From an optimization exercise on the open Yosys and OpenROAD flow, aimed at small area, a short achievable clock period and few clock cycles; shortcuts taken in it are not production practice.
Only simulation tests tie the RTL to the original design; equivalence was not proved.
No activity file was given, so power comes from the tool's default toggle rates.

==> flow/design.v <==
module bitpack_stream (
    input  wire        clk,
    input  wire        rst,
    input  wire        cmd_valid,
    input  wire [15:0] cmd_word,
    output wire        cmd_ready,
    input  wire        in_valid,
    input  wire [63:0] in_data,
    output wire        in_ready,
    output wire        out_valid,
    output wire [63:0] out_data,
    input  wire        out_ready,
    output wire        done,
    output reg  [2:0]  done_cause,
    output reg  [6:0]  done_info
);
  localparam [2:0] CAUSE_OK      = 3'd0;
  localparam [2:0] CAUSE_BADBPV  = 3'd1;
  localparam [2:0] CAUSE_RANGE   = 3'd2;
  localparam [2:0] CAUSE_ILLEGAL = 3'd4;
  localparam [1:0] K_ERR = 2'd0;
  localparam [1:0] K_PK  = 2'd1;
  localparam [1:0] K_UP  = 2'd2;
  localparam [1:0] K_UPP = 2'd3;
  wire [3:0] c_op   = cmd_word[3:0];
  wire       c_legal  = (cmd_word[7:5] == 3'd0) && (c_op == 4'd1 || c_op == 4'd2 || c_op == 4'd3);
  wire       c_bpv_ok = (cmd_word[15:8] != 8'd0) && (cmd_word[15:8] < 8'd32);
  reg        q_v;
  reg [1:0]  q_kind;
  reg        q_w64;
  reg [4:0]  q_b;
  reg [2:0]  q_cause;
  reg        e_v;
  reg [1:0]  e_kind;
  reg        e_w64;
  reg [4:0]  e_b;
  reg [2:0]  e_cause;
  assign cmd_ready = !q_v;
  wire cmd_take = cmd_valid && !q_v;
  reg [127:0] ra, rb;          
  reg [7:0]   lcnt;            
  reg [3:0]   rp, wp;          
  reg [7:0]   icnt;            
  reg [1:0]   il;              
  reg [7:0]   dcnt;            
  reg [1:0]   dl;              
  reg [5:0]   fill;            
  reg [6:0]   fnb;             
  reg [5:0]   dlt;             
  reg         dz;              
  reg         rng_err;
  reg [6:0]   rng_idx;
  reg         pk_v, sk_v;
  reg [30:0]  pk_x, sk_x;
  reg         pk_o, sk_o;
  reg         ov;
  reg [63:0]  od;
  reg         o_last;
  reg [2:0]   o_cause;
  reg [6:0]   o_info;
  reg         done_r;
  assign out_valid = ov;
  assign out_data  = od;
  assign done      = done_r;
  reg [64*31-1:0] ring;
  wire [30:0] ring_out = ring[63*31 +: 31];
  wire        is_pk  = e_v && (e_kind == K_PK);
  wire        is_up  = e_v && e_kind[1];
  wire        is_upp = e_v && (e_kind == K_UPP);
  wire        is_err = e_v && (e_kind == K_ERR);
  wire [6:0]  wbits  = e_w64 ? 7'd64 : 7'd32;
  wire [1:0]  last_lane = e_w64 ? 2'd1 : 2'd3;
  wire [30:0] vmask  = ~(31'h7fffffff << e_b);
  wire        wend   = e_w64 ? fnb[6] : fnb[5];                        
  wire        spans  = e_w64 ? (fnb[6] && fnb[5:0] != 6'd0)
                             : (fnb[5] && fnb[4:0] != 5'd0);           
  wire [5:0]  nfill  = !wend ? fnb[5:0] : (e_w64 ? fnb[5:0] : {1'b0, fnb[4:0]});
  wire [7:0]  nin    = is_pk ? 8'd128 : (e_w64 ? {2'b00, e_b, 1'b0} : {1'b0, e_b, 2'b00});
  wire        o_free = !ov || out_ready;
  reg  in_rdy;
  assign in_ready = in_rdy;
  wire in_take = in_valid && in_rdy;
  wire [63:0] in_m = {33'd0, vmask};
  wire        in_oor = |(in_data & ~in_m);
  wire [63:0] a_l64 = ra[dl[0]*64 +: 64];
  wire [63:0] b_l64 = rb[dl[0]*64 +: 64];
  wire        rpl   = rp[dl];
  wire [31:0] c32 = rpl ? rb[dl*32 +: 32] : ra[dl*32 +: 32];
  wire [31:0] n32 = rpl ? ra[dl*32 +: 32] : rb[dl*32 +: 32];
  wire [63:0] c64 = rpl ? b_l64 : a_l64;
  wire [63:0] n64 = rpl ? a_l64 : b_l64;
  wire [127:0] win = e_w64 ? {n64, c64} : {64'd0, n32, c32};
  wire [62:0] sh5 = fill[5] ? win[94:32] : win[62:0];
  wire [46:0] sh4 = fill[4] ? sh5[62:16] : sh5[46:0];
  wire [38:0] sh3 = fill[3] ? sh4[46:8]  : sh4[38:0];
  wire [34:0] sh2 = fill[2] ? sh3[38:4]  : sh3[34:0];
  wire [32:0] sh1 = fill[1] ? sh2[34:2]  : sh2[32:0];
  wire [30:0] sh0 = fill[0] ? sh1[31:1]  : sh1[30:0];
  wire [30:0] up_val = sh0 & vmask;
  wire        up_have = (lcnt[dl*2 +: 2] != 2'd0) && (!spans || lcnt[dl*2 +: 2] == 2'd2);
  wire        up_hold = is_upp && !dcnt[6];
  wire        ring_ok = (dcnt == 8'd0) || dz;
  wire        up_fire = is_up && (dcnt != 8'd128) && up_have &&
                        (is_upp ? (ring_ok && (up_hold || o_free)) : o_free);
  wire [94:0] pk_y  = {64'd0, pk_x} << fill;
  wire [63:0] acc   = (fill == 6'd0) ? 64'd0 : (e_w64 ? a_l64 : {32'd0, ra[dl*32 +: 32]});
  wire [63:0] pk_mg = acc | (e_w64 ? pk_y[63:0] : {32'd0, pk_y[31:0]});
  wire [63:0] pk_rest = e_w64 ? {33'd0, pk_y[94:64]} : {32'd0, pk_y[63:32]};
  wire [63:0] pk_new  = wend ? pk_rest : pk_mg;
  wire        pk_fire = is_pk && pk_v && (!wend || o_free);
  wire        step    = up_fire || pk_fire;
  wire        last_v  = (dcnt == 8'd127);
  wire        err_fire = is_err && !ov;
  wire        e_end   = (step && last_v) || err_fire;
  wire        e_load  = (!e_v || e_end) && q_v;
  wire        e_v_n   = e_load || (e_v && !e_end);
  wire [1:0]  kind_n  = e_load ? q_kind : e_kind;
  wire [1:0]  il_inc  = (il == last_lane) ? 2'd0 : il + 2'd1;
  wire [1:0]  il_n    = e_load ? 2'd0 : (in_take ? il_inc : il);
  wire        more_n  = e_load || (in_take ? (icnt + 8'd1 != nin) : (icnt != nin));
  wire        sk_v_n  = (pk_fire || !pk_v) ? 1'b0 : (sk_v || (in_take && is_pk));
  wire [7:0]  lcnt_n;
  genvar g;
  generate
    for (g = 0; g < 4; g = g + 1) begin : g_lcnt
      assign lcnt_n[g*2 +: 2] = lcnt[g*2 +: 2] + ((in_take && e_kind[1] && il == g) ? 2'd1 : 2'd0)
                                               - ((up_fire && wend && dl == g) ? 2'd1 : 2'd0);
    end
  endgenerate
  wire        rdy_n   = e_v_n && more_n &&
                        ((kind_n == K_PK && !sk_v_n) || (kind_n[1] && lcnt_n[il_n*2 +: 2] != 2'd2));
  integer i;
  always @(posedge clk) begin
    if (rst) begin
      q_v     <= 1'b0;
      e_v     <= 1'b0;
      pk_v    <= 1'b0;
      sk_v    <= 1'b0;
      ov      <= 1'b0;
      done_r  <= 1'b0;
      in_rdy  <= 1'b0;
      lcnt <= 8'd0;
      rp <= 4'd0;
      wp <= 4'd0;
    end else begin
      if (cmd_take) begin
        q_v   <= 1'b1;
        q_w64 <= cmd_word[4];
        q_b   <= cmd_word[12:8];
        if (!c_legal) begin
          q_kind  <= K_ERR;
          q_cause <= CAUSE_ILLEGAL;
        end else if (!c_bpv_ok) begin
          q_kind  <= K_ERR;
          q_cause <= CAUSE_BADBPV;
        end else begin
          q_kind  <= c_op[1:0];
          q_cause <= CAUSE_OK;
        end
      end
      if (in_take) begin
        icnt <= icnt + 8'd1;
        il   <= il_inc;
      end
      if (pk_fire || !pk_v) begin
        if (sk_v) begin
          pk_v <= 1'b1;
          pk_x <= sk_x;
          pk_o <= sk_o;
          sk_v <= 1'b0;
        end else begin
          pk_v <= in_take && is_pk;
          pk_x <= in_data[30:0] & vmask;
          pk_o <= in_oor;
        end
      end else if (in_take && is_pk) begin
        sk_v <= 1'b1;
        sk_x <= in_data[30:0] & vmask;
        sk_o <= in_oor;
      end
      if (in_take && e_kind[1]) begin
        wp[il] <= !wp[il];
        if (e_w64) begin
          if (wp[il]) rb[il[0]*64 +: 64] <= in_data;
          else        ra[il[0]*64 +: 64] <= in_data;
        end else begin
          if (wp[il]) rb[il*32 +: 32] <= in_data[31:0];
          else        ra[il*32 +: 32] <= in_data[31:0];
        end
      end
      lcnt <= lcnt_n;
      in_rdy <= rdy_n;
      if (up_fire && wend)
        rp[dl] <= !rp[dl];
      if (step) begin
        dcnt <= dcnt + 8'd1;
        if (dl == last_lane) begin
          dl   <= 2'd0;
          fill <= nfill;
          fnb  <= {1'b0, nfill} + {2'b00, e_b};
        end else begin
          dl <= dl + 2'd1;
        end
      end
      if (pk_fire) begin
        if (e_w64) ra[dl[0]*64 +: 64] <= pk_new;
        else       ra[dl*32 +: 32]    <= pk_new[31:0];
        if (pk_o && !rng_err) begin
          rng_err <= 1'b1;
          rng_idx <= dcnt[6:0];
        end
      end
      if (up_fire && dcnt == 8'd0) begin
        dlt <= 6'd0;
        dz  <= 1'b1;
      end else if (!step) begin
        dlt <= dlt + 6'd1;
        dz  <= (dlt == 6'd63);
      end
      if (ov && out_ready)
        ov <= 1'b0;
      if ((pk_fire && wend) || (up_fire && !up_hold)) begin
        ov     <= 1'b1;
        od     <= pk_fire ? pk_mg :
                  is_upp  ? {1'b0, ring_out, 1'b0, up_val} : {33'd0, up_val};
        o_last <= last_v;
        if (pk_fire && (rng_err || pk_o)) begin
          o_cause <= CAUSE_RANGE;
          o_info  <= rng_err ? rng_idx : dcnt[6:0];
        end else begin
          o_cause <= CAUSE_OK;
          o_info  <= 7'd0;
        end
      end
      if ((!e_v || e_end) && q_v) begin
        q_v     <= 1'b0;
        e_v     <= 1'b1;
        e_kind  <= q_kind;
        e_w64   <= q_w64;
        e_b     <= q_b;
        e_cause <= q_cause;
        icnt    <= 8'd0;
        il      <= 2'd0;
        dcnt    <= 8'd0;
        dl      <= 2'd0;
        fill    <= 6'd0;
        fnb     <= {2'b00, q_b};
        rng_err <= 1'b0;
        rng_idx <= 7'd0;
      end else if (e_end) begin
        e_v <= 1'b0;
      end
      done_r <= (ov && out_ready && o_last) || err_fire;
      if (err_fire) begin
        done_cause <= e_cause;
        done_info  <= 7'd0;
      end else begin
        done_cause <= o_cause;
        done_info  <= o_info;
      end
    end
  end
  always @(posedge clk)
    ring <= {ring[62*31-1+31:0], (up_fire && up_hold) ? up_val : ring_out};
endmodule
clock: 9.0 ns
lec_check: 0
cap_margin: 20
core_margin: 2
core_utilization: 30
setup_slack_margin: 5
slew_margin: 20
run.sh (not shown) runs the stock make flow with config.mk's settings and CLKGATE_MAP_FILE= SYNTH_SCRIPT=/design/flow/synth_recipe.tcl, a recipe that flattens the netlist after the stock synthesis.
Testbench counts at the start, summed over its fixed seeds: cycles 30,984.
==> next run, changes <==
--- a/flow/design.v
+++ b/flow/design.v
@@ -82,15 +82,19 @@
   wire in_take = in_valid && in_rdy;
   wire [63:0] in_m = {33'd0, vmask};
   wire        in_oor = |(in_data & ~in_m);
-  wire [63:0] a_l64 = ra[dl[0]*64 +: 64];
-  wire [63:0] b_l64 = rb[dl[0]*64 +: 64];
-  wire        rpl   = rp[dl];
-  wire [31:0] c32 = rpl ? rb[dl*32 +: 32] : ra[dl*32 +: 32];
-  wire [31:0] n32 = rpl ? ra[dl*32 +: 32] : rb[dl*32 +: 32];
-  wire [63:0] c64 = rpl ? b_l64 : a_l64;
-  wire [63:0] n64 = rpl ? a_l64 : b_l64;
-  wire [127:0] win = e_w64 ? {n64, c64} : {64'd0, n32, c32};
-  wire [62:0] sh5 = fill[5] ? win[94:32] : win[62:0];
+  reg  [7:0]  g0sel, g1sel;
+  wire [255:0] chunks = {rb, ra};
+  reg  [31:0] g0, g1;
+  integer k;
+  always @(*) begin
+    g0 = 32'd0;
+    g1 = 32'd0;
+    for (k = 0; k < 8; k = k + 1) begin
+      g0 = g0 | (chunks[k*32 +: 32] & {32{g0sel[k]}});
+      g1 = g1 | (chunks[k*32 +: 32] & {32{g1sel[k]}});
+    end
+  end
+  wire [62:0] sh5 = {g1[30:0], g0};
   wire [46:0] sh4 = fill[4] ? sh5[62:16] : sh5[46:0];
   wire [38:0] sh3 = fill[3] ? sh4[46:8]  : sh4[38:0];
   wire [34:0] sh2 = fill[2] ? sh3[38:4]  : sh3[34:0];
@@ -103,7 +107,12 @@
   wire        up_fire = is_up && (dcnt != 8'd128) && up_have &&
                         (is_upp ? (ring_ok && (up_hold || o_free)) : o_free);
   wire [94:0] pk_y  = {64'd0, pk_x} << fill;
-  wire [63:0] acc   = (fill == 6'd0) ? 64'd0 : (e_w64 ? a_l64 : {32'd0, ra[dl*32 +: 32]});
+  reg  [3:0]  alsel;           
+  reg  [1:0]  ahsel;           
+  wire [31:0] acc_lo = (ra[31:0]  & {32{alsel[0]}}) | (ra[63:32]  & {32{alsel[1]}}) |
+                       (ra[95:64] & {32{alsel[2]}}) | (ra[127:96] & {32{alsel[3]}});
+  wire [31:0] acc_hi = (ra[63:32] & {32{ahsel[0]}}) | (ra[127:96] & {32{ahsel[1]}});
+  wire [63:0] acc   = {acc_hi, acc_lo};
   wire [63:0] pk_mg = acc | (e_w64 ? pk_y[63:0] : {32'd0, pk_y[31:0]});
   wire [63:0] pk_rest = e_w64 ? {33'd0, pk_y[94:64]} : {32'd0, pk_y[63:32]};
   wire [63:0] pk_new  = wend ? pk_rest : pk_mg;
@@ -129,6 +138,14 @@
   endgenerate
   wire        rdy_n   = e_v_n && more_n &&
                         ((kind_n == K_PK && !sk_v_n) || (kind_n[1] && lcnt_n[il_n*2 +: 2] != 2'd2));
+  wire [1:0]  dl_n   = e_load ? 2'd0 : (step ? ((dl == last_lane) ? 2'd0 : dl + 2'd1) : dl);
+  wire [5:0]  fill_n = e_load ? 6'd0 : ((step && dl == last_lane) ? nfill : fill);
+  wire        w64_n  = e_load ? q_w64 : e_w64;
+  wire        rp_n   = rp[dl_n];      
+  wire [2:0]  g0i    = w64_n ? {rp_n, dl_n[0], fill_n[5]} : {rp_n, dl_n};
+  wire [2:0]  g1i    = w64_n ? (fill_n[5] ? {!rp_n, dl_n[0], 1'b0} : {rp_n, dl_n[0], 1'b1})
+                             : {!rp_n, dl_n};
+  wire        fz_n   = (fill_n == 6'd0);
   integer i;
   always @(posedge clk) begin
     if (rst) begin
@@ -189,6 +206,10 @@
         end
       end
       lcnt <= lcnt_n;
+      g0sel <= 8'd1 << g0i;
+      g1sel <= 8'd1 << g1i;
+      alsel <= fz_n ? 4'd0 : (4'd1 << (w64_n ? {dl_n[0], 1'b0} : dl_n));
+      ahsel <= (fz_n || !w64_n) ? 2'd0 : (2'd1 << dl_n[0]);
       in_rdy <= rdy_n;
       if (up_fire && wend)
         rp[dl] <= !rp[dl];
After rerunning: The changed run completed without violations. Cell count goes down by a few percent. Power goes up by a few percent. Clock power goes up slightly. First-iteration DRC count goes up by a few percent. Area after synthesis goes down by a few percent. Design area goes down by a few percent. Wire length goes down by roughly a tenth.
Testbench counts after the change, summed over its fixed seeds: cycles 30,984.

==> static timing again, ports no longer ideal <==
In the flow no input, the clock included, has a driving cell. The finished layouts below were timed again as built, in two steps.
Step 1: set_driving_cell puts a clkbuf_16 on clk and a buf_2 on each other input, an assumption about the parent block.
Step 2 moves the port delays by t, midway between the first and last clock arrival at a register: inputs arrive t later, outputs are due t later. That takes back most of the time a late clock gives input paths.
Slacks: no drivers / after step 1 / after step 2; pairs: no drivers / after step 1.
| run | shift t [ns] | setup WS [ns] | worst hold slack (ns) |
|---|---|---|---|
| the first run | 0.961 | 4.782 / 4.782 / 4.080 | 0.263 / 0.263 / 0.263 |
| the second run | 0.965 | 4.643 / 4.643 / 4.094 | 0.264 / 0.264 / 0.264 |
After both steps setup and hold are still met in every run listed. For the first run, which loses most, drivers alone change the setup slack by 0.000 ns; drivers and shift together by -0.702 ns.
